Background: an optimization exercise with open tools, aiming at small area, a short achievable clock period and few clock cycles per item. Do not read the settings as production practice.
Function was checked by simulation only, so behaviour that the tests miss may differ from the original.

### config.mk
export PLATFORM = sky130hd
export DESIGN_NAME = geomloc
export DESIGN_NICKNAME = geomloc
export VERILOG_FILES = /design/flow/design.v
export SDC_FILE = /design/flow/constraint.sdc
export NUM_CORES = 4
export LEC_CHECK = 0
export CAP_MARGIN = 20
export CORE_MARGIN = 2
export CORE_UTILIZATION = 40
export PLACE_DENSITY = 0.6
export SLEW_MARGIN = 20
### constraint.sdc
create_clock -name core_clock -period 13.0 [get_ports {clk}]
set_input_delay 2.6000 -clock core_clock [delete_from_list [all_inputs] [get_ports {clk}]]
set_output_delay 2.6000 -clock core_clock [all_outputs]
set_load 0.01 [all_outputs]
### design.v
module geomloc (
    input  wire        clk,
    input  wire        rst,
    input  wire        start,
    output wire        ready,
    input  wire        op,             
    input  wire [1:0]  plane,          
    input  wire [15:0] width,
    input  wire [15:0] height,
    input  wire [5:0]  bitdepth,
    input  wire [1:0]  format,         
    input  wire [31:0] frame_index,
    input  wire [31:0] stream_size,
    output wire        done,
    output wire [3:0]  err,
    output wire [2:0]  res_bps,
    output wire [31:0] res_pdim,
    output wire [31:0] res_pcount,
    output wire [35:0] res_fbs,
    output wire [31:0] res_offset,
    output wire [31:0] res_frames
);
    localparam [3:0] E_OK        = 4'd0,
                     E_BITDEPTH  = 4'd1,
                     E_RANGE     = 4'd2,
                     E_FORMAT    = 4'd5,
                     E_NOCHROMA  = 4'd6,
                     E_INVALID   = 4'd8;
    reg        a_mul, a_fbs, a_aln;         
    reg [1:0]  cnt_a;
    reg [5:0]  bth_a;                       
    reg        op_a, chroma_a, wodd_a, hodd_a;
    reg [1:0]  plane_a, fmt_a;
    reg [5:0]  d_a;
    reg [31:0] pwh_a;                       
    reg [35:0] acc_a;                       
    reg [31:0] idx_a, size_a;
    reg        b_loop, done_r, ready_r;
    reg [3:0]  cnt_b;
    reg [31:0] q;                           
    reg [31:0] qp;                          
    reg [31:0] prod;                        
    reg [35:0] yv;                          
    reg [31:0] rem;
    reg [31:0] idx_b;
    reg [3:0]  err_r;
    reg [2:0]  bps_r;
    reg        szero_b, gt_r, eq_r, ib1_r, ib0_r;
    wire chroma_in = !op && (plane != 2'd0) && (format == 2'd1);
    function [5:0] booth;                   
        input [3:0] n;
        input       m;
        begin
            booth[0] = n[0] ^ m;                                    
            booth[1] = (n[1] & !n[0] & !m) | (!n[1] & n[0] & m);
            booth[2] = n[1];
            booth[3] = n[2] ^ n[1];                                 
            booth[4] = (n[3] & !n[2] & !n[1]) | (!n[3] & n[2] & n[1]);
            booth[5] = n[3];
        end
    endfunction
    function [36:0] skadd;
        input [35:0] a;
        input [35:0] b;
        input        cin;
        reg   [35:0] g, p, gg, pp, g2, p2;
        integer l, k, j;
        begin
            g = a & b;
            p = a ^ b;
            gg = g;
            gg[0] = g[0] | (p[0] & cin);
            pp = p;
            for (l = 0; l < 6; l = l + 1) begin
                g2 = gg;
                p2 = pp;
                for (k = 0; k < 36; k = k + 1)
                    if (((k >> l) & 1) == 1) begin
                        j = ((k >> l) << l) - 1;
                        g2[k] = gg[k] | (pp[k] & gg[j]);
                        p2[k] = pp[k] & pp[j];
                    end
                gg = g2;
                pp = p2;
            end
            skadd[0] = p[0] ^ cin;
            for (k = 1; k < 36; k = k + 1)
                skadd[k] = p[k] ^ gg[k-1];
            skadd[36] = gg[35];
        end
    endfunction
    function [4:0] lzc32;
        input [31:0] x;
        reg   [15:0] z1, c1;
        reg   [7:0]  z2;
        reg   [15:0] c2;
        reg   [3:0]  z3;
        reg   [11:0] c3;
        reg   [1:0]  z4;
        reg   [7:0]  c4;
        integer k;
        begin
            for (k = 0; k < 16; k = k + 1) begin
                z1[k] = !(x[2*k+1] | x[2*k]);
                c1[k] = !x[2*k+1];
            end
            for (k = 0; k < 8; k = k + 1) begin
                z2[k] = z1[2*k+1] & z1[2*k];
                c2[2*k +: 2] = z1[2*k+1] ? {1'b1, c1[2*k]} : {1'b0, c1[2*k+1]};
            end
            for (k = 0; k < 4; k = k + 1) begin
                z3[k] = z2[2*k+1] & z2[2*k];
                c3[3*k +: 3] = z2[2*k+1] ? {1'b1, c2[4*k +: 2]} : {1'b0, c2[4*k+2 +: 2]};
            end
            for (k = 0; k < 2; k = k + 1) begin
                z4[k] = z3[2*k+1] & z3[2*k];
                c4[4*k +: 4] = z3[2*k+1] ? {1'b1, c3[6*k +: 3]} : {1'b0, c3[6*k+3 +: 3]};
            end
            lzc32 = z4[1] ? {1'b1, c4[3:0]} : {1'b0, c4[7:4]};
        end
    endfunction
    wire [1:0] dig_in = (|height[15:12]) ? 2'd3 :
                        (|height[11:8])  ? 2'd2 :
                        (|height[7:4])   ? 2'd1 : 2'd0;
    wire [3:0] nib_in = height[4*dig_in +: 4];
    wire [5:0] bth_h3 = booth(height[15:12], height[11]);
    wire [5:0] bth_h2 = booth(height[11:8],  height[7]);
    wire [5:0] bth_h1 = booth(height[7:4],   height[3]);
    wire [5:0] bth_h0 = booth(height[3:0],   1'b0);
    wire [5:0] bth_in = (dig_in == 2'd3) ? bth_h3 :
                        (dig_in == 2'd2) ? bth_h2 :
                        (dig_in == 2'd1) ? bth_h1 : bth_h0;
    wire [2:0] bps = (d_a <= 6'd8)  ? 3'd1 :
                     (d_a <= 6'd16) ? 3'd2 :
                     (d_a <= 6'd24) ? 3'd3 : 3'd4;
    wire bad_cmd   = (fmt_a == 2'd3) || (!op_a && plane_a == 2'd3);
    wire bad_depth = (d_a == 6'd0) || (d_a > 6'd32);
    wire bad_half  = (fmt_a == 2'd1) && (wodd_a || hodd_a);
    wire no_chroma = !op_a && (plane_a != 2'd0) && (fmt_a == 2'd2);
    wire [3:0] chk_err = bad_cmd   ? E_INVALID  :
                         bad_depth ? E_BITDEPTH :
                         bad_half  ? E_FORMAT   :
                         no_chroma ? E_NOCHROMA : E_OK;
    reg  [3:0] err_a;
    reg  [2:0] bps_a;
    reg        loc_ok;
    reg  [3:0] sa, sc;          
    wire [15:0] pw = pwh_a[15:0];
    wire [15:0] ph = pwh_a[31:16];
    wire [1:0]  cnt_a_m1 = cnt_a - 2'd1;
    wire [3:0]  nib_nx  = ph[4*cnt_a_m1 +: 4];
    wire        bm1_nx  = (cnt_a_m1 == 2'd0) ? 1'b0 : ph[4*cnt_a_m1 - 1];
    wire [16:0] sel0 = ({17{bth_a[0]}} & {1'b0, pw}) | ({17{bth_a[1]}} & {pw, 1'b0});
    wire [16:0] sel1 = ({17{bth_a[3]}} & {1'b0, pw}) | ({17{bth_a[4]}} & {pw, 1'b0});
    wire [35:0] row0 = {{19{bth_a[2]}}, sel0 ^ {17{bth_a[2]}}};
    wire [35:0] row1 = {{17{bth_a[5]}}, sel1 ^ {17{bth_a[5]}}, 2'b00};
    wire [35:0] add_a  = ({36{a_mul}} & {acc_a[31:0], 1'b0, bth_a[5], 1'b0, bth_a[2]}) | fa_t;
    wire [35:0] add_r0 = row0 | fc_t;
    wire [35:0] sa_s   = add_a ^ add_r0 ^ row1;
    wire [35:0] sa_c   = (add_a & add_r0) | (add_a & row1) | (add_r0 & row1);
    wire [36:0] sa_sum = skadd(sa_s, {sa_c[34:0], 1'b0}, 1'b0);
    wire [35:0] sum_a  = sa_sum[35:0];
    reg [3:0] sa_n, sc_n;
    always @(*) begin
        sa_n = 4'b0001; sc_n = 4'b0000;
        case (fmt_a)
            2'd0: case (bps)                       
                3'd1: begin sa_n = 4'b0010; sc_n = 4'b0010; end  
                3'd2: begin sa_n = 4'b0100; sc_n = 4'b0100; end  
                3'd3: begin sa_n = 4'b1000; sc_n = 4'b0010; end  
                default: begin sa_n = 4'b1000; sc_n = 4'b1000; end  
            endcase
            2'd2: case (bps)                       
                3'd1: begin sa_n = 4'b0001; end
                3'd2: begin sa_n = 4'b0010; end
                3'd3: begin sa_n = 4'b0010; sc_n = 4'b0010; end  
                default: begin sa_n = 4'b0100; end
            endcase
            default: case (bps)                    
                3'd1: begin sa_n = 4'b0001; sc_n = 4'b0001; end  
                3'd2: begin sa_n = 4'b0010; sc_n = 4'b0010; end  
                3'd3: begin sa_n = 4'b0100; sc_n = 4'b0001; end  
                default: begin sa_n = 4'b0100; sc_n = 4'b0100; end  
            endcase
        endcase
    end
    wire [31:0] pc = acc_a[31:0];
    wire [35:0] fa_t = ({36{sa[0]}} & {4'd0, pc})
                     | ({36{sa[1]}} & {3'd0, pc, 1'b0})
                     | ({36{sa[2]}} & {2'd0, pc, 2'b0})
                     | ({36{sa[3]}} & {1'd0, pc, 3'b0});
    wire [35:0] fc_t = ({36{sc[0]}} & {5'd0, pc[31:1]})
                     | ({36{sc[1]}} & {4'd0, pc})
                     | ({36{sc[2]}} & {3'd0, pc, 1'b0})
                     | ({36{sc[3]}} & {2'd0, pc, 2'b0});
    wire [35:0] fbs_new = sum_a;
    wire        zero = (acc_a == 36'd0);
    wire        big  = |acc_a[35:32];
    wire [4:0]  lzf = lzc32(acc_a[31:0]);
    wire [4:0]  lzs = lzc32(size_a);
    wire [4:0]  lzi = lzc32(idx_a);
    reg  [4:0]  lzs_r;                                    
    reg         szero_r;                                  
    wire [5:0]  km_s   = {1'b0, lzf} - {1'b0, lzs_r};
    wire [5:0]  km     = km_s;                            
    wire [36:0] sm1_s  = skadd({4'd0, size_a}, {36{1'b1}}, 1'b0);
    wire [31:0] size_m1 = sm1_s[31:0];                    
    wire        szero  = szero_r;
    wire        qzero  = big || szero || km_s[5];         
    wire [4:0]  ks     = km[4:0] | 5'd1;                  
    wire [35:0] y_norm = {acc_a[33:0], 2'b00} << {km[4:1], 1'b0};    
    reg  [4:0]  lzi_r;                                    
    reg         inz_r;                                    
    wire        hi      = inz_r && ((5'd31 - lzi_r) > ks);    
    wire        idx_nz  = inz_r;
    wire [32:0] dv  = yv[33:1];                         
    wire [31:0] dvh = yv[33:2];                         
    wire [36:0] r1s = skadd({4'b0, rem}, ~{3'b0, dv}, 1'b1);
    wire [36:0] r2s = skadd({4'b0, rem}, ~{4'b0, dvh}, 1'b1);
    wire [34:0] r1  = r1s[34:0];
    wire [34:0] r2a = r2s[34:0];
    wire [34:0] x0  = {3'b0, rem};
    wire [34:0] x1  = ~{2'b0, dv};
    wire [34:0] x2  = ~{3'b0, dvh};
    wire [34:0] cs_s = x0 ^ x1 ^ x2;
    wire [34:0] cs_c = (x0 & x1) | (x0 & x2) | (x1 & x2);
    wire [36:0] r2bs = skadd({1'b0, cs_s}, {cs_c, 1'b1}, 1'b1);
    wire [34:0] r2b = r2bs[34:0];
    wire        ge1 = !r1[34];
    wire        ge2 = ge1 ? !r2b[34] : !r2a[34];
    wire [31:0] rem_n = ge1 ? (ge2 ? r2b[31:0] : r1[31:0]) : (ge2 ? r2a[31:0] : rem);
    wire [31:0] lp_x  = ib1_r ? dv[31:0] : 32'd0;
    wire [31:0] lp_y  = ib0_r ? dvh : 32'd0;
    wire [31:0] lp_s  = prod ^ lp_x ^ lp_y;
    wire [31:0] lp_c  = (prod & lp_x) | (prod & lp_y) | (lp_x & lp_y);
    wire [36:0] lp_sum = skadd({4'd0, lp_s}, {3'd0, lp_c, 1'b0}, 1'b0);
    wire [31:0] loop_sum = lp_sum[31:0];
    wire        last = (cnt_b == 4'd0);
    wire [29:0] qp_t = ge1 ? qp[29:0] : q[29:0];
    wire [3:0]  cnt_b_m1 = cnt_b - 4'd1;
    wire        pgt  = (ib1_r && !ge1) || ((ib1_r == ge1) && ib0_r && !ge2);
    wire        peq  = (ib1_r == ge1) && (ib0_r == ge2);
    wire        gt_n = gt_r || (eq_r && pgt);
    wire        eq_n = eq_r && peq;
    wire b_free  = !b_loop;
    wire xfer_f  = a_fbs && !loc_ok && b_free;          
    wire xfer_l  = a_aln && b_free;                     
    wire xfer    = xfer_f || xfer_l;
    wire loop_go = xfer_l && !zero && !qzero;
    wire accept  = ready_r && start;
    wire cap_en  = !(a_mul || a_fbs || a_aln) || xfer;      
    wire a_mul_n = accept || (a_mul && cnt_a != 2'd0);
    wire a_fbs_n = (a_mul && cnt_a == 2'd0) || (a_fbs && !loc_ok && !b_free);
    wire a_aln_n = (a_fbs && loc_ok) || (a_aln && !b_free);
    wire b_loop_n = loop_go || (b_loop && !last);
    wire done_n   = (xfer && !loop_go) || (b_loop && last);
    wire loc_ok_n = a_mul ? (op_a && chk_err == E_OK) : loc_ok;
    wire ready_n  = (!a_mul_n && !a_fbs_n && !a_aln_n) ||
                    (!b_loop_n && ((a_fbs_n && !loc_ok_n) || a_aln_n));
    always @(posedge clk) begin
        if (rst) begin
            a_mul   <= 1'b0;
            a_fbs   <= 1'b0;
            a_aln   <= 1'b0;
            b_loop  <= 1'b0;
            done_r  <= 1'b0;
            ready_r <= 1'b1;
        end else begin
            a_mul   <= a_mul_n;
            a_fbs   <= a_fbs_n;
            a_aln   <= a_aln_n;
            b_loop  <= b_loop_n;
            done_r  <= done_n;
            ready_r <= ready_n;
        end
    end
    always @(posedge clk) begin
        if (cap_en) begin
            op_a     <= op;
            plane_a  <= plane;
            fmt_a    <= format;
            d_a      <= bitdepth;
            chroma_a <= chroma_in;
            wodd_a   <= width[0];
            hodd_a   <= height[0];
            pwh_a    <= {height, width};
            idx_a    <= frame_index;
            size_a   <= stream_size;
            acc_a    <= {20'd0, width & {16{nib_in[3]}}};    
            cnt_a    <= dig_in;
            bth_a    <= bth_in;
            sa       <= 4'd0;
            sc       <= 4'd0;
        end else if (a_mul) begin
            err_a    <= chk_err;
            bps_a    <= bps;
            lzs_r    <= lzs;
            szero_r  <= (size_a == 32'd0);
            lzi_r    <= lzi;
            inz_r    <= (idx_a != 32'd0);
            loc_ok   <= op_a && (chk_err == E_OK);
            acc_a    <= sum_a;
            cnt_a    <= cnt_a_m1;
            if (cnt_a == 2'd0) begin
                sa      <= sa_n;
                sc      <= sc_n;
                bth_a   <= 6'd0;
            end else begin
                bth_a   <= booth(nib_nx, bm1_nx);
            end
        end else if (a_fbs && loc_ok) begin
            sa       <= 4'd0;
            sc       <= 4'd0;
            acc_a    <= fbs_new;
        end
    end
    always @(posedge clk) begin
        rem   <= rem_n;
        yv    <= {2'b0, yv[35:2]};
        prod  <= loop_sum;
        cnt_b <= cnt_b_m1;
        ib1_r <= idx_b[{cnt_b_m1, 1'b1}];
        ib0_r <= idx_b[{cnt_b_m1, 1'b0}];
        gt_r  <= gt_n;
        eq_r  <= eq_n;
        q     <= {q[29:0], ge1, ge2};
        qp    <= ge2 ? {qp_t, ge1 ? 2'b00 : 2'b10} : {q[29:0], ge1, 1'b1};
        if (xfer_f) begin
            q      <= chroma_a ? {1'b0, pwh_a[31:17], 1'b0, pwh_a[15:1]} : pwh_a;
            prod   <= chroma_a ? {2'b0, acc_a[31:2]} : acc_a[31:0];
            yv     <= fbs_new;
        end
        if (xfer_l) begin
            q       <= 32'd0;
            qp      <= zero ? 32'hFFFF_FFFF : 32'd1;
            prod    <= 32'd0;
            yv      <= (zero || qzero) ? acc_a : y_norm;
            rem     <= size_m1;
            cnt_b   <= km[4:1];
            gt_r    <= hi;
            eq_r    <= !hi;
            ib1_r   <= idx_a[ks];
            ib0_r   <= idx_a[{km[4:1], 1'b0}];
        end
    end
    always @(posedge clk) begin
        if (xfer_f) begin
            err_r   <= err_a;
            bps_r   <= bps_a;
        end
        if (xfer_l) begin
            bps_r   <= bps_a;
            err_r   <= (!zero && qzero && (szero || idx_nz)) ? E_RANGE : E_OK;
            szero_b <= szero;
            idx_b   <= idx_a;
        end
        if (b_loop && last && (szero_b || gt_n))
            err_r <= E_RANGE;
    end
    assign ready      = ready_r;
    assign done       = done_r;
    assign err        = err_r;
    assign res_bps    = bps_r;
    assign res_pdim   = q;
    assign res_pcount = prod;
    assign res_fbs    = yv;
    assign res_offset = prod;
    assign res_frames = qp;
endmodule
### flow/run.sh
#!/bin/bash
# The standard layout (standard synthesis and ORFS steps) with two knobs:
#  - timing repair asked to leave more setup slack than the default,
#  - port buffers made with buf_2 cells (every port still gets its own buffer).
# make's output goes to standard_make.log; each ORFS step logs under orfs/logs/.
set -euo pipefail
bash standard.sh SETUP_SLACK_MARGIN=9 "BUFFER_PORTS_ARGS=-buffer_cell sky130_fd_sc_hd__buf_2" finish > standard_make.log 2>&1
### standard.sh
#!/bin/bash
# synth_recipe.tcl (not shown) runs the flow's synth.tcl, then flattens the netlist and writes it again
# the make line also repeats each setting of config.mk as NAME=value (left out here)
make -C /OpenROAD-flow-scripts/flow DESIGN_CONFIG=/design/flow/config.mk WORK_HOME=/design/flow/orfs CLKGATE_MAP_FILE= SYNTH_SCRIPT=/design/flow/synth_recipe.tcl "${@:-finish}"
==> reports/qor.json, run 1 <==
{
  "drcViolationCount": 0,
  "timing.clock.skew_ns": 0.0366,
  "grt_max_degree": 75,
  "first_global_vias": 26000,
  "crit_path_start_kind": "flip-flop",
  "synthToLayoutAreaGrowth_pct": 24.6,
  "critPathMostFrequentCell": "sky130_fd_sc_hd__mux2i_1",
  "design.die.area_um2": 77900,
  "placed_cells": 4278,
  "layout_common_cells": "sky130_fd_sc_hd__nand2_1, sky130_fd_sc_hd__buf_2, sky130_fd_sc_hd__edfxtp_1",
  "synth_fp_nets": 3637,
  "final.period_utilization_pct": 33.6,
  "cts_hold_buf": 0,
  "cts.sinks": 398,
  "setup_viol": 0,
  "footprint_of_the_multi_input_gates_um2": 20100,
  "tightestPinTransition_ns": 1.23,
  "final-hold-violation-count": 0,
  "proportion_of_synthesized_chip_area_in_sequential_cells_pct": 33.6,
  "detail_routed_via_count_per_cell": 6.07,
  "timing.critical_path.cells": "or4_4 > or4b_4 > or3_4 > o221a_4 > inv_2 > fa_2 > buf_12 > xnor2_4 > buf_6 > buf_6 > inv_8 > mux2i_1 > mux2i_1 > mux2i_1 > mux2i_2 > a22oi_1 > o21ai_1",
  "design.final.nets": 3951,
  "drt_iter0_markers": 3044,
  "max_freq_ghz": 0.229,
  "synth_area_leader_cell": "sky130_fd_sc_hd__edfxtp_1",
  "detail_route.wl_per_cell_um": 24.2,
  "ys_top_cells_by_area": "sky130_fd_sc_hd__edfxtp_1, sky130_fd_sc_hd__dfxtp_1, sky130_fd_sc_hd__fa_1",
  "global_route.overflow_total": 0,
  "post_synth_instance_area_um2": 30300,
  "wirelength_mm": 110,
  "grt_util_all_layers_pct": 26.9,
  "via_count": 27600,
  "insertion_delay_ns": 0.62,
  "antenna_violating_nets_post_route": 0,
  "starting_density_of_the_core_pct": 40.5,
  "synth-edff-count": 220,
  "yosysUniqueCellTypes": 86,
  "place.port_buffers": 282,
  "tritoncts.num_buffers": 49,
  "number_of_register_bits_inferred_by_synthesis": 398,
  "detailed_placement_hpwl_mm": 76.7,
  "drtPass1Iterations": 9,
  "clock-root-buffer": "sky130_fd_sc_hd__clkbuf_16",
  "drv_cap": 0,
  "die_height_um": 279,
  "synthFlopType": "sky130_fd_sc_hd__edfxtp_1",
  "antenna_found_initial": 2,
  "core_region_area_um2": 74700,
  "post-synth-top-area-fraction_pct": 21.8,
  "layoutNonFillerInstCount": 4557,
  "path_clk_slew_ns": 0.06,
  "timing.critical_path.fanout_max": 6,
  "hold_ws_ns": 0.431,
  "cts_htree_levels": 2,
  "worstSetupEndpointType": "flip-flop",
  "timing.critical_path.slowest_stage_cell": "sky130_fd_sc_hd__or4_4",
  "synth_area_per_cell_um2": 9.38,
  "clock_tree_from_tritoncts": "yes",
  "final-max-slew-violation-count": 0,
  "cp_slowest_stage_delay_ns": 0.53,
  "ys_async_sr_fraction_pct": 0,
  "layout.cells.most_common": "sky130_fd_sc_hd__nand2_1",
  "grt_setup_unrepaired": "true",
  "worstHoldPathType": "flip-flop to flip-flop",
  "gpl.final_weighted_congestion": 0.931,
  "postSynthCellCount": 3229,
  "first_pass_grt_wire_length_mm": 161,
  "ws_path_type": "flip-flop to flip-flop",
  "die_x_um": 279,
  "status": "finished clean",
  "num-fill-cells": 6749,
  "core.rowCount": 100,
  "clk_path_buf_depth": 3,
  "total_negative_setup_slack_ns": 0,
  "final_period_minus_worst_setup_slack_ns": 4.36,
  "yosys_warnings": 1,
  "crit_required_ns": 13.49,
  "top_level_ports": 283,
  "worst_ep_arrival_time_ns": 4.85,
  "post_route_cells_drive_above_1_share_pct": 26.1,
  "register_area_um2": 10200,
  "relative_slew_slack_pct": 17.5
}
[cell usage after synthesis, drive strengths merged, types with 69 or more instances]
library cell and instances:
o21ai 125, a22oi 93, nand2 340, xor2 76, fa 120, nor2 207, dfxtp 178, buf 77
clkbuf 176, mux2i 119, a21oi 224, xnor2 124, and2 69, inv 160, ha 178, edfxtp 220
[path summary, 6_finish.rpt]
path                            startpoint       end  slack, ns  depth (start not counted)
worst min register to register    bps_a[2]  bps_r[2]       0.43                          0
worst max-delay path             acc_a[31]    yv[35]       8.64                         17
worst min-delay path              bps_a[2]  bps_r[2]       0.43                          0
worst max register to register   acc_a[31]    yv[35]       8.64                         17
[critical path, delay by kind of cell, from the launching register on]
kind / cells / cell delay [ns]
AOI/OAI and AO/OA: 3 / 0.55
xor gates and xnor gates: 1 / 0.12
adders and majority gates: 1 / 0.24
buffers and inverters: 5 / 0.57
DFF: 1 / 0.35
muxes: 4 / 0.99
and+or+nand+nor: 3 / 1.42
[per-stage QoR]
stage                     utilization, %  area (µm²)  worst slack, ns
after floorplan                        -       30600             8.68
after detailed placement            43.5       32500             7.30
after global placement              43.4       32400             7.42
final                               50.5       37700             8.64
after CTS                           48.2       36000             8.77
after global routing                50.5       37700             8.56
[logic make-up (layout without fill, tap and decap cells)]
family | count (synthesis) | count (layout) | share of synthesized area [%]
AND/OR/NAND/NOR | 881 | 885 | 13.6
AO/OA/AOI/OAI | 879 | 880 | 19.7
buffers and inverters | 414 | 764 | 5.67
flip-flops | 398 | 398 | 33.6
adder cells (fa/ha/maj) | 298 | 298 | 15.3
XOR/XNOR | 200 | 200 | 5.79
multiplexers | 159 | 159 | 6.36
other | 0 | 4 | 0
[flip-flops by register name, summed over array words and instances (netlist names), 32 cells and up]
| signal | count |
|---|---|
| acc_a | 36 |
| idx_a | 32 |
| idx_b | 32 |
| prod | 32 |
| pwh_a | 32 |
| q | 32 |
| qp | 32 |
| rem | 32 |
| size_a | 32 |
| yv | 36 |
[metal layers]
layer | part of all wire [%] | GRT usage, %
met5 | 0 | 0
met4 | 4.7 | 10.4
met3 | 8.2 | 3.65
met2 | 46 | 43.3
met1 | 41 | 36.7
[timing repair]
action,4_1_cts,5_1_grt
gates resized for setup,197,221
setup buffers,86,76
pin swaps,46,73
endpoints found under the setup margin,211,184
gates cloned,13,8
[cell type report]
type                            count  share of cell area, %
Clock inverter                     21                  0.471
Clock buffer                       71                   3.94
Tap cell                          969                   3.21
Inverter                          161                   1.82
Antenna cell                        4                 0.0265
Timing Repair inverter              6                  0.206
Timing Repair Buffer              505                   9.81
Multi-Input combinational cell   2422                   53.4
Sequential cell                   398                   27.2
Testbench counts, summed over its fixed seeds: cycles 18,989, commands 3,200.
==> run 2, diff against run 1 <==
--- a/flow/run.sh
+++ b/flow/run.sh
@@ -5,3 +5,3 @@
 # make's output goes to standard_make.log; each ORFS step logs under orfs/logs/.
 set -euo pipefail
-bash standard.sh SETUP_SLACK_MARGIN=9 "BUFFER_PORTS_ARGS=-buffer_cell sky130_fd_sc_hd__buf_2" finish > standard_make.log 2>&1
+bash standard.sh SETUP_SLACK_MARGIN=8.75 "BUFFER_PORTS_ARGS=-buffer_cell sky130_fd_sc_hd__buf_2" finish > standard_make.log 2>&1
==> run 2 against run 1 <==
Net effect: count of clock-buffer cells in the layout unchanged; worst setup slack better by 0.042 ns; maximum frequency up 0.98%; largest cell class unchanged.
==> reports/qor.json, run 2 <==
{
  "status": "finished clean",
  "core.rowCount": {"value": 100, "change": "unchanged"},
  "postSynthCellCount": {"value": 3229, "change": "unchanged"},
  "antenna_found_initial": {"value": 3, "change": "+1"},
  "critical_path.n_buffers_inverters": {"value": 3, "change": "-2"},
  "drv_cap": {"value": 0, "change": "unchanged"},
  "synth_fp_nets": {"value": 3637, "change": "unchanged"},
  "synth_area_leader_cell": "sky130_fd_sc_hd__edfxtp_1",
  "grt_setup_unrepaired": "true",
  "placed_cells": {"value": 4272, "change": "-0.14%"},
  "setup_viol": {"value": 0, "change": "unchanged"},
  "final-max-slew-violation-count": {"value": 0, "change": "unchanged"},
  "timing.critical_path.slowest_stage_cell": "sky130_fd_sc_hd__edfxtp_1",
  "detail_routed_via_count_per_cell": {"value": 6.04, "change": "-0.46%"},
  "synthToLayoutAreaGrowth_pct": 19.5,
  "post_synth_instance_area": {"value": 30300, "unit": "µm²", "change": "unchanged"},
  "cts_htree_levels": {"value": 2, "change": "unchanged"},
  "path_clk_slew": {"value": 0.06, "unit": "ns", "change": "about the same"},
  "grt_util_all_layers": {"value": 26.6, "unit": "%", "change": "-0.28 points"},
  "worstHoldPathType": "flip-flop to flip-flop",
  "detail_route.wl_per_cell": {"value": 24.2, "unit": "µm", "change": "-0.26%"},
  "worst_r2r_startpoint": "acc_a[3]",
  "largestRegisters": "acc_a (36), yv (36)",
  "layout_common_cells": "sky130_fd_sc_hd__nand2_1, sky130_fd_sc_hd__buf_2, sky130_fd_sc_hd__edfxtp_1",
  "share_of_synthesized_cell_area_in_full_adder_half_adder_and_majority_cells": {"value": 15.3, "unit": "%", "change": "unchanged"},
  "number_of_register_bits_inferred_by_synthesis": {"value": 398, "change": "unchanged"},
  "worst_slack": {"value": 8.68, "unit": "ns", "change": "+0.0424 ns"},
  "compound_gate_portion_of_the_synthesized_area": {"value": 19.7, "unit": "%", "change": "unchanged"},
  "clock_tree_from_tritoncts": "yes",
  "total_negative_setup_slack": {"value": 0, "unit": "ns", "change": "unchanged"},
  "crit_path_start_kind": "flip-flop",
  "post_synth_mux_area_share": {"value": 6.36, "unit": "%", "change": "unchanged"},
  "timing.reg2reg.setup_slack": {"value": 8.68, "unit": "ns", "change": "+0.04 ns"},
  "synth-xor-area-share": {"value": 5.79, "unit": "%", "change": "unchanged"},
  "timing.critical_path.cells": "buf_4 > a222oi_1 > inv_1 > a221oi_4 > fa_1 > inv_1 > ha_4 > o211ai_1 > a2111oi_4 > o21ai_0 > a21boi_0 > o21ai_0 > nand2b_1 > xor2_2 > mux2_2 > o22ai_1 > a21oi_2",
  "synthFlopType": "sky130_fd_sc_hd__edfxtp_1",
  "design.die.area": {"value": 77900, "unit": "µm²", "change": "unchanged"},
  "drcViolationCount": {"value": 0, "change": "unchanged"},
  "ws_path_type": "flip-flop to flip-flop",
  "die_x": {"value": 279, "unit": "µm", "change": "unchanged"},
  "dp_slack": {"value": 7.76, "unit": "ns", "change": "+0.461 ns"},
  "post_route_cells_drive_above_1_share": {"value": 21.5, "unit": "%", "change": "-4.5 points"},
  "antenna_violating_nets_post_route": {"value": 0, "change": "unchanged"},
  "gpl.final_weighted_congestion": {"value": 0.946, "change": "+1.6%"},
  "tritoncts.num_buffers": {"value": 50, "change": "+2.0%"},
  "drtPass1Iterations": {"value": 10, "change": "+1"},
  "crit_required": {"value": 13.48, "unit": "ns", "change": "about the same"},
  "worstSetupEndpointType": "flip-flop",
  "first_pass_grt_wire_length": {"value": 160, "unit": "mm", "change": "-0.66%"},
  "worstReg2RegEnd": "yv[18]",
  "timing.hold.worst.start": "bps_a[0]",
  "hold_ws": {"value": 0.418, "unit": "ns", "change": "-0.0121 ns"},
  "wirelength": {"value": 109, "unit": "mm", "change": "-1.4%"},
  "cts_hold_buf": {"value": 0, "change": "unchanged"},
  "cts.sinks": {"value": 398, "change": "unchanged"},
  "synth-edff-count": {"value": 220, "change": "unchanged"},
  "post_synth_most_frequent_cells": "sky130_fd_sc_hd__nand2_1, sky130_fd_sc_hd__a21oi_1, sky130_fd_sc_hd__edfxtp_1",
  "termination_of_the_worst_setup_path": "yv[18]",
  "detailed_placement_hpwl": {"value": 77.3, "unit": "mm", "change": "+0.77%"},
  "final_period_minus_worst_setup_slack": {"value": 4.32, "unit": "ns", "change": "-0.0424 ns"},
  "via_count": {"value": 27200, "change": "-1.6%"},
  "first_global_vias": {"value": 25600, "change": "-1.4%"},
  "starting_density_of_the_core": {"value": 40.5, "unit": "%", "change": "unchanged"},
  "synth.most_common_cell": "sky130_fd_sc_hd__nand2_1",
  "timing.critical_path.depth": {"value": 17, "change": "unchanged"},
  "finalInstanceArea": {"value": 36200, "unit": "µm²", "change": "-4.1%"},
  "place.port_buffers": {"value": 282, "change": "unchanged"},
  "core_region_area": {"value": 74700, "unit": "µm²", "change": "unchanged"},
  "cp_slowest_stage_delay": {"value": 0.50, "unit": "ns", "change": "-0.03 ns"},
  "reg2regPathDepth": {"value": 17, "change": "unchanged"},
  "cp-startpoint": "acc_a[3]",
  "yosysUniqueCellTypes": {"value": 86, "change": "unchanged"},
  "synth_simple_gate_area_share": {"value": 13.6, "unit": "%", "change": "unchanged"},
  "final-hold-violation-count": {"value": 0, "change": "unchanged"},
  "placement.cell_area": {"value": 32300, "unit": "µm²", "change": "-0.58%"},
  "global_route.overflow_total": {"value": 0, "change": "unchanged"},
  "tightestPinTransition": {"value": 1.03, "unit": "ns", "change": "-0.191 ns"},
  "grt_max_degree": {"value": 72, "change": "-4.0%"},
  "ys_async_sr_fraction": {"value": 0, "unit": "%", "change": "unchanged"},
  "layoutNonFillerInstCount": {"value": 4506, "change": "-1.1%"},
  "main_combinational_cell_family_by_area_after_synthesis": "compound AO/OA/AOI/OAI gates",
  "drt_iter0_markers": {"value": 3289, "change": "+8.0%"},
  "max_freq": {"value": 0.231, "unit": "GHz", "change": "+0.98%"},
  "final.period_utilization": {"value": 33.2, "unit": "%", "change": "-0.33 points"},
  "die_height": {"value": 279, "unit": "µm", "change": "unchanged"},
  "top_level_ports": {"value": 283, "change": "unchanged"},
  "post-synth-top-area-fraction": {"value": 21.8, "unit": "%", "change": "unchanged"},
  "proportion_of_synthesized_chip_area_in_sequential_cells": {"value": 33.6, "unit": "%", "change": "unchanged"},
  "yosys_warnings": {"value": 1, "change": "unchanged"},
  "timing.critical_path.max_delay_family": "compound AO/OA/AOI/OAI gates",
  "relative_slew_slack": {"value": 31.0, "unit": "%", "change": "+14 points"},
  "worst_ep_arrival_time": {"value": 4.80, "unit": "ns", "change": "-0.05 ns"},
  "timing.critical_path.fanout_max": {"value": 4, "change": "-2"},
  "ys_top_cells_by_area": "sky130_fd_sc_hd__edfxtp_1, sky130_fd_sc_hd__dfxtp_1, sky130_fd_sc_hd__fa_1",
  "clock-root-buffer": "sky130_fd_sc_hd__clkbuf_16",
  "clk_path_buf_depth": {"value": 3, "change": "unchanged"},
  "synth_area_per_cell": {"value": 9.38, "unit": "µm²", "change": "unchanged"},
  "layout.cells.most_common": "sky130_fd_sc_hd__nand2_1",
  "timing.clock.skew": {"value": 0.0319, "unit": "ns", "change": "-0.00464 ns"},
  "design.final.nets": {"value": 3899, "change": "-1.3%"},
  "insertion_delay": {"value": 0.63, "unit": "ns", "change": "about the same"}
}
## run 2: cell counts after synthesis
Identical to the previous run, type by type.
## run 2: metrics by stage
stage	utilization [%]
3_3_place_gp	43.2
3_5_place_dp	43.2
2_1_floorplan	-
4_1_cts	47.0
6_report	48.4
5_1_grt	48.4
## run 2: cell type report
class / count / area (µm²)
fillers: 6949 / 38500
multi-input cells: 2419 / 19200
flip-flops and latches: 398 / 10200
repair buffers: 460 / 3120
clock buffers: 71 / 1470
well taps: 969 / 1210
inverters: 161 / 659
clock inverters: 23 / 243
diodes: 4 / 10.0
repair inverters: 1 / 8.76
## run 2: how the worst min path moves through the flow
stage,slack (ns),depth (start not counted),end
5_1_grt,0.42,0,bps_r[0]
2_1_floorplan,0.40,0,bps_r[0]
3_3_place_gp,0.40,0,bps_r[2]
6_report,0.42,0,bps_r[0]
3_5_place_dp,0.41,0,bps_r[0]
4_1_cts,0.42,0,bps_r[2]
## run 2: worst reg2reg max path, stage by stage (launching register included)
cell	delay (ns)
sky130_fd_sc_hd__edfxtp_1	0.50
sky130_fd_sc_hd__buf_4	0.19
sky130_fd_sc_hd__a222oi_1	0.34
sky130_fd_sc_hd__inv_1	0.12
sky130_fd_sc_hd__a221oi_4	0.25
sky130_fd_sc_hd__fa_1	0.23
sky130_fd_sc_hd__inv_1	0.07
sky130_fd_sc_hd__ha_4	0.27
sky130_fd_sc_hd__o211ai_1	0.17
sky130_fd_sc_hd__a2111oi_4	0.35
sky130_fd_sc_hd__o21ai_0	0.21
sky130_fd_sc_hd__a21boi_0	0.26
sky130_fd_sc_hd__o21ai_0	0.11
sky130_fd_sc_hd__nand2b_1	0.15
sky130_fd_sc_hd__xor2_2	0.31
sky130_fd_sc_hd__mux2_2	0.22
sky130_fd_sc_hd__o22ai_1	0.10
sky130_fd_sc_hd__a21oi_2	0.34
## run 2: timing repair
item / in CTS / in global routing
resized for setup: 109 / 109
gates cloned: 4 / 6
setup buffers: 73 / 53
pin swaps: 26 / 59
endpoints found under the setup margin: 185 / 185
## run 2: layer usage
metal | wire length (µm) | track usage, %
met2 | 49200 | 42.0
met3 | 9620 | 4.23
met5 | 0 | 0
met1 | 46200 | 37.2
met4 | 3880 | 9.00
## run 2: cell families (layout without fill, tap and decap cells)
| family | after synthesis | in the layout |
|---|---|---|
| adders and majority gates | 298 | 298 |
| and+or+nand+nor | 881 | 883 |
| buffers and inverters | 414 | 716 |
| AOI/OAI and AO/OA | 879 | 879 |
| other | 0 | 4 |
| muxes | 159 | 159 |
| xor gates and xnor gates | 200 | 200 |
| DFF | 398 | 398 |
==> run 3, diff against run 2 <==
--- a/design.v
+++ b/design.v
@@ -195,41 +195,46 @@
                      | ({36{sc[3]}} & {2'd0, pc, 2'b0});
     wire [35:0] fbs_new = sum_a;
-    wire        zero = (acc_a == 36'd0);
-    wire        big  = |acc_a[35:32];
-    wire [4:0]  lzf = lzc32(acc_a[31:0]);
+    wire [4:0]  lzp = lzc32(acc_a[31:0]);
     wire [4:0]  lzs = lzc32(size_a);
     wire [4:0]  lzi = lzc32(idx_a);
     reg  [4:0]  lzs_r;                                    
     reg         szero_r;                                  
-    wire [5:0]  km_s   = {1'b0, lzf} - {1'b0, lzs_r};
-    wire [5:0]  km     = km_s;                            
+    reg  [4:0]  lzi_r;                                    
+    reg         inz_r;                                    
+    wire [1:0]  ea     = {sa[3] | sa[2], sa[3] | sa[1]};
+    wire [6:0]  kmu_n  = {2'b0, lzp} - {2'b0, lzs_r} - {5'b0, ea};
+    reg  [6:0]  kmu_r;
+    wire        zero = (acc_a == 36'd0);
+    wire        big  = |acc_a[35:32];
+    wire [4:0]  ks   = kmu_r[4:0] | 5'd1;                 
+    wire [3:0]  kp   = kmu_r[4:1];                        
+    wire [35:0] y_norm = {acc_a[33:0], 2'b00} << {kmu_r[4:1], 1'b0};    
     wire [36:0] sm1_s  = skadd({4'd0, size_a}, {36{1'b1}}, 1'b0);
     wire [31:0] size_m1 = sm1_s[31:0];                    
     wire        szero  = szero_r;
-    wire        qzero  = big || szero || km_s[5];         
-    wire [4:0]  ks     = km[4:0] | 5'd1;                  
-    wire [35:0] y_norm = {acc_a[33:0], 2'b00} << {km[4:1], 1'b0};    
-    reg  [4:0]  lzi_r;                                    
-    reg         inz_r;                                    
-    wire        hi      = inz_r && ((5'd31 - lzi_r) > ks);    
+    wire        qzero  = big || szero || kmu_r[6];        
+    wire [4:0]  msbi   = 5'd31 - lzi_r;
+    wire        hi     = inz_r && (msbi > ks);            
+    wire        ib1_n  = idx_a[ks];
+    wire        ib0_n  = idx_a[ks - 5'd1];
     wire        idx_nz  = inz_r;
-    wire [32:0] dv  = yv[33:1];                         
-    wire [31:0] dvh = yv[33:2];                         
-    wire [36:0] r1s = skadd({4'b0, rem}, ~{3'b0, dv}, 1'b1);
-    wire [36:0] r2s = skadd({4'b0, rem}, ~{4'b0, dvh}, 1'b1);
-    wire [34:0] r1  = r1s[34:0];
-    wire [34:0] r2a = r2s[34:0];
-    wire [34:0] x0  = {3'b0, rem};
-    wire [34:0] x1  = ~{2'b0, dv};
-    wire [34:0] x2  = ~{3'b0, dvh};
-    wire [34:0] cs_s = x0 ^ x1 ^ x2;
-    wire [34:0] cs_c = (x0 & x1) | (x0 & x2) | (x1 & x2);
-    wire [36:0] r2bs = skadd({1'b0, cs_s}, {cs_c, 1'b1}, 1'b1);
-    wire [34:0] r2b = r2bs[34:0];
-    wire        ge1 = !r1[34];
-    wire        ge2 = ge1 ? !r2b[34] : !r2a[34];
+    wire [33:0] dv  = yv[34:1];                         
+    wire [32:0] dvh = yv[34:2];                         
+    wire [36:0] r1s = skadd({4'b0, rem}, ~{2'b0, dv}, 1'b1);
+    wire [36:0] r2s = skadd({4'b0, rem}, ~{3'b0, dvh}, 1'b1);
+    wire [35:0] r1  = r1s[35:0];
+    wire [35:0] r2a = r2s[35:0];
+    wire [35:0] x0  = {4'b0, rem};
+    wire [35:0] x1  = ~{2'b0, dv};
+    wire [35:0] x2  = ~{3'b0, dvh};
+    wire [35:0] cs_s = x0 ^ x1 ^ x2;
+    wire [35:0] cs_c = (x0 & x1) | (x0 & x2) | (x1 & x2);
+    wire [36:0] r2bs = skadd(cs_s, {cs_c[34:0], 1'b1}, 1'b1);
+    wire [35:0] r2b = r2bs[35:0];
+    wire        ge1 = !r1[35];
+    wire        ge2 = ge1 ? !r2b[35] : !r2a[35];
     wire [31:0] rem_n = ge1 ? (ge2 ? r2b[31:0] : r1[31:0]) : (ge2 ? r2a[31:0] : rem);
     wire [31:0] lp_x  = ib1_r ? dv[31:0] : 32'd0;
-    wire [31:0] lp_y  = ib0_r ? dvh : 32'd0;
+    wire [31:0] lp_y  = ib0_r ? dvh[31:0] : 32'd0;
     wire [31:0] lp_s  = prod ^ lp_x ^ lp_y;
     wire [31:0] lp_c  = (prod & lp_x) | (prod & lp_y) | (lp_x & lp_y);
@@ -313,4 +318,5 @@
             sc       <= 4'd0;
             acc_a    <= fbs_new;
+            kmu_r    <= kmu_n;
         end
     end
@@ -337,9 +343,9 @@
             yv      <= (zero || qzero) ? acc_a : y_norm;
             rem     <= size_m1;
-            cnt_b   <= km[4:1];
+            cnt_b   <= kp;
             gt_r    <= hi;
             eq_r    <= !hi;
-            ib1_r   <= idx_a[ks];
-            ib0_r   <= idx_a[{km[4:1], 1'b0}];
+            ib1_r   <= ib1_n;
+            ib0_r   <= ib0_n;
         end
     end
==> run 3 against run 2 <==
Net effect: highest routed layer unchanged; largest cell class unchanged; still clean on timing, DRC and antenna; critical path depth grew 1; wire length decreased by 5.8%; hold slack lost 0.00071 ns; final area is 1.8% lower; area after synthesis up 0.29%; synthesized cell count rose by 0.93%.
==> reports/qor.json, run 3 <==
{
  "first_pass_grt_wire_length": {"value": 154, "unit": "mm", "change": "-4.1%"},
  "setup_viol": {"value": 0, "change": "unchanged"},
  "largestRegisters": "acc_a (36), yv (36)",
  "tritoncts.num_buffers": {"value": 49, "change": "-2.0%"},
  "post-synth-top-area-fraction": {"value": 22.3, "unit": "%", "change": "+0.43 points"},
  "synth_area_leader_cell": "sky130_fd_sc_hd__edfxtp_1",
  "cp_slowest_stage_delay": {"value": 0.47, "unit": "ns", "change": "-0.03 ns"},
  "yosysUniqueCellTypes": {"value": 83, "change": "-3.5%"},
  "die_height": {"value": 280, "unit": "µm", "change": "+0.15%"},
  "grt_max_degree": {"value": 145, "change": "+100%"},
  "worst_ep_arrival_time": {"value": 4.66, "unit": "ns", "change": "-0.14 ns"},
  "total_negative_setup_slack": {"value": 0, "unit": "ns", "change": "unchanged"},
  "postSynthCellCount": {"value": 3259, "change": "+0.93%"},
  "grt_setup_unrepaired": "true",
  "design.final.nets": {"value": 3890, "change": "-0.23%"},
  "timing.critical_path.fanout_max": {"value": 33, "change": "+29"},
  "core_region_area": {"value": 75600, "unit": "µm²", "change": "+1.2%"},
  "proportion_of_synthesized_chip_area_in_sequential_cells": {"value": 34.0, "unit": "%", "change": "+0.40 points"},
  "wirelength": {"value": 103, "unit": "mm", "change": "-5.8%"},
  "ys_async_sr_fraction": {"value": 0, "unit": "%", "change": "unchanged"},
  "antenna_violating_nets_post_route": {"value": 0, "change": "unchanged"},
  "post_route_cells_drive_above_1_share": {"value": 19.4, "unit": "%", "change": "-2.1 points"},
  "timing.critical_path.slowest_stage_cell": "sky130_fd_sc_hd__fa_1",
  "final_period_minus_worst_setup_slack": {"value": 4.14, "unit": "ns", "change": "-0.178 ns"},
  "cts.sinks": {"value": 403, "change": "+1.3%"},
  "num-fill-cells": {"value": 7256, "change": "+4.4%"},
  "final.period_utilization": {"value": 31.9, "unit": "%", "change": "-1.4 points"},
  "insertion_delay": {"value": 0.63, "unit": "ns", "change": "about the same"},
  "hold_ws": {"value": 0.418, "unit": "ns", "change": "-0.000711 ns"},
  "number_of_register_bits_inferred_by_synthesis": {"value": 403, "change": "+1.3%"},
  "die_x": {"value": 280, "unit": "µm", "change": "+0.15%"},
  "max_freq": {"value": 0.241, "unit": "GHz", "change": "+4.3%"},
  "worstHoldPathType": "flip-flop to flip-flop",
  "drt_iter0_markers": {"value": 2671, "change": "-19%"},
  "grt_util_all_layers": {"value": 25.3, "unit": "%", "change": "-1.4 points"},
  "timing.clock.skew": {"value": 0.0376, "unit": "ns", "change": "+0.00570 ns"},
  "detail_route.wl_per_cell": {"value": 22.8, "unit": "µm", "change": "-5.6%"},
  "drcViolationCount": {"value": 0, "change": "unchanged"},
  "synthToLayoutAreaGrowth_pct": 17.0,
  "relative_slew_slack": {"value": 37.8, "unit": "%", "change": "+6.8 points"},
  "ys_top_cells_by_area": "sky130_fd_sc_hd__edfxtp_1, sky130_fd_sc_hd__dfxtp_1, sky130_fd_sc_hd__fa_1",
  "gpl.final_weighted_congestion": {"value": 0.935, "change": "-1.1%"},
  "cts_htree_levels": {"value": 2, "change": "unchanged"},
  "final-max-slew-violation-count": {"value": 0, "change": "unchanged"},
  "synth_fp_nets": {"value": 3673, "change": "+0.99%"},
  "post_synth_instance_area": {"value": 30400, "unit": "µm²", "change": "+0.29%"},
  "post_synth_most_frequent_cells": "sky130_fd_sc_hd__nand2_1, sky130_fd_sc_hd__nor2_1, sky130_fd_sc_hd__edfxtp_1",
  "global_route.overflow_total": {"value": 0, "change": "unchanged"},
  "clock-root-buffer": "sky130_fd_sc_hd__clkbuf_16",
  "yosys_warnings": {"value": 1, "change": "unchanged"},
  "synthFlopType": "sky130_fd_sc_hd__edfxtp_1",
  "layout_common_cells": "sky130_fd_sc_hd__nand2_1, sky130_fd_sc_hd__buf_2, sky130_fd_sc_hd__nor2_1",
  "layout.cells.most_common": "sky130_fd_sc_hd__nand2_1",
  "starting_density_of_the_core": {"value": 40.2, "unit": "%", "change": "-0.35 points"},
  "detail_routed_via_count_per_cell": {"value": 5.91, "change": "-2.1%"},
  "critPathMostFrequentCell": "sky130_fd_sc_hd__inv_1",
  "first_global_vias": {"value": 25400, "change": "-0.83%"},
  "synth_area_per_cell": {"value": 9.32, "unit": "µm²", "change": "-0.63%"},
  "antenna_found_initial": {"value": 3, "change": "unchanged"},
  "drv_cap": {"value": 0, "change": "unchanged"},
  "path_clk_slew": {"value": 0.06, "unit": "ns", "change": "about the same"},
  "final-hold-violation-count": {"value": 0, "change": "unchanged"},
  "drtPass1Iterations": {"value": 10, "change": "unchanged"},
  "place.port_buffers": {"value": 282, "change": "unchanged"},
  "core.rowCount": {"value": 101, "change": "+1.0%"},
  "design.die.area": {"value": 78100, "unit": "µm²", "change": "+0.29%"},
  "clock_tree_from_tritoncts": "yes",
  "synth.most_common_cell": "sky130_fd_sc_hd__nand2_1",
  "crit_required": {"value": 13.51, "unit": "ns", "change": "+0.03 ns"},
  "clk_path_buf_depth": {"value": 3, "change": "unchanged"},
  "tightestPinTransition": {"value": 0.930, "unit": "ns", "change": "-0.105 ns"},
  "detailed_placement_hpwl": {"value": 72.5, "unit": "mm", "change": "-6.2%"},
  "ws_path_type": "flip-flop to flip-flop",
  "synth-edff-count": {"value": 225, "change": "+2.3%"},
  "worstSetupEndpointType": "flip-flop",
  "status": "finished clean",
  "top_level_ports": {"value": 283, "change": "unchanged"},
  "timing.critical_path.cells": "buf_6 > a222oi_1 > inv_1 > a221oi_1 > fa_1 > inv_1 > ha_4 > o21ai_0 > nor2_1 > nor3_2 > a211o_1 > o21ba_4 > o31ai_4 > a31oi_4 > inv_2 > fa_2 > a22oi_1 > nand2_1",
  "crit_path_start_kind": "flip-flop",
  "via_count": {"value": 26600, "change": "-2.3%"}
}
run 3: changes by cell type after synthesis, sizes merged, moves of 14 or more:
cell	previous run	this run
nor2b	39	19
inv	160	174
nor2	207	233
clkbuf	176	200
mux2i	119	94
nand2	340	302
xor2	76	51
a211oi	37	66
o21ai	125	153
run 3: metal layers:
layer / vias to the layer above / routed length, µm / share of wire, % / global-route usage [%]
li1: 12300 / - / - / -
met1: 12900 / 42700 / 42 / 34.1
met2: 1197 / 48300 / 47 / 41.3
met3: 203 / 8220 / 8.0 / 3.84
met4: 0 / 3440 / 3.3 / 8.71
met5: - / 0 / 0 / 0
run 3: area by class of cell:
class / count / area, µm² / area share (%)
multi-input combinational: 2415 / 18800 / 53.0
sequential: 403 / 10400 / 29.1
timing repair buffer: 432 / 2830 / 7.96
clock buffer: 62 / 1280 / 3.62
tap: 978 / 1220 / 3.44
inverter: 174 / 682 / 1.92
clock inverter: 29 / 304 / 0.856
timing repair inverter: 1 / 7.51 / 0.0211
antenna: 3 / 7.51 / 0.0211
run 3: path summary, 6_finish.rpt:
check | depth (start not counted) | endpoint | slack [ns] | startpoint
setup / recovery | 18 | yv[32] | 8.86 | sa[2]
hold reg to reg | 0 | bps_r[2] | 0.42 | bps_a[2]
setup reg to reg | 18 | yv[32] | 8.86 | sa[2]
hold / removal | 0 | bps_r[2] | 0.42 | bps_a[2]
run 3: per-stage QoR:
step                cell area, µm²  worst slack (ns)  cells  utilization [%]
floorplan                    30400              8.76   3259                -
global placement             32300              7.88   4296             42.7
detailed placement           32300              7.80   4296             42.7
CTS                          34700              8.72   4458             45.9
global route                 35500              8.67   4497             47.0
finish                       35500              8.86   4497             47.0
run 3: repair_timing:
action	CTS	global route
hold buffers	0	0
setup endpoints to repair	159	39
pin swaps	8	35
setup buffers	69	33
cloned	2	3
gates resized for setup	51	104
run 3: cell families (layout without fill, tap and decap cells):
logic type,after synthesis,count (layout),share of synthesized area [%]
AOI/OAI and AO/OA,918,918,20.5
xor gates and xnor gates,187,187,5.39
adders and majority gates,304,304,15.5
buffers and inverters,441,698,5.95
DFF,403,403,34.0
muxes,130,130,5.29
other,0,3,0
and+or+nand+nor,876,876,13.4
run 3: critical path, delay by kind of cell, from the launching register on:
family                   cells  cell delay [ns]
flip-flops                   1             0.32
AO/OA/AOI/OAI                8             1.87
AND/OR/NAND/NOR              3             0.35
buffers and inverters        4             0.45
adder cells (fa/ha/maj)      3             1.05
Testbench counts of run 3, summed over its fixed seeds: cycles 19,460, commands 3,200.

==> re-timing with driven ports <==
The flow's constraints put no driver on any port. The routed layouts listed below were extracted and timed again, unchanged, in two steps. Step 1, drivers: a clkbuf_16 drives clk and a buf_2 each remaining input, both assumed. Step 2 times the ports against the registers' clock, not the clock port: input delays grow and output delays shrink by t, the midpoint of the rising clock arrivals with the driver on. a / b / c = ideal / step 1 / step 2; a / b = the first two.
| run | shift t [ns] | setup slack, ns | worst data-port slew with drivers (ns) |
|---|---|---|---|
| run 1 | 0.670 | 8.636 / 8.636 / 8.620 | 0.09 |
| run 2 | 0.676 | 8.679 / 8.679 / 8.418 | 0.08 |
| run 3 | 0.675 | 8.856 / 8.856 / 8.392 | 0.08 |
After both steps every run listed still meets setup and hold. The setup slack of run 3, which loses most, moves by 0.000 ns with the drivers and by -0.464 ns with both steps.
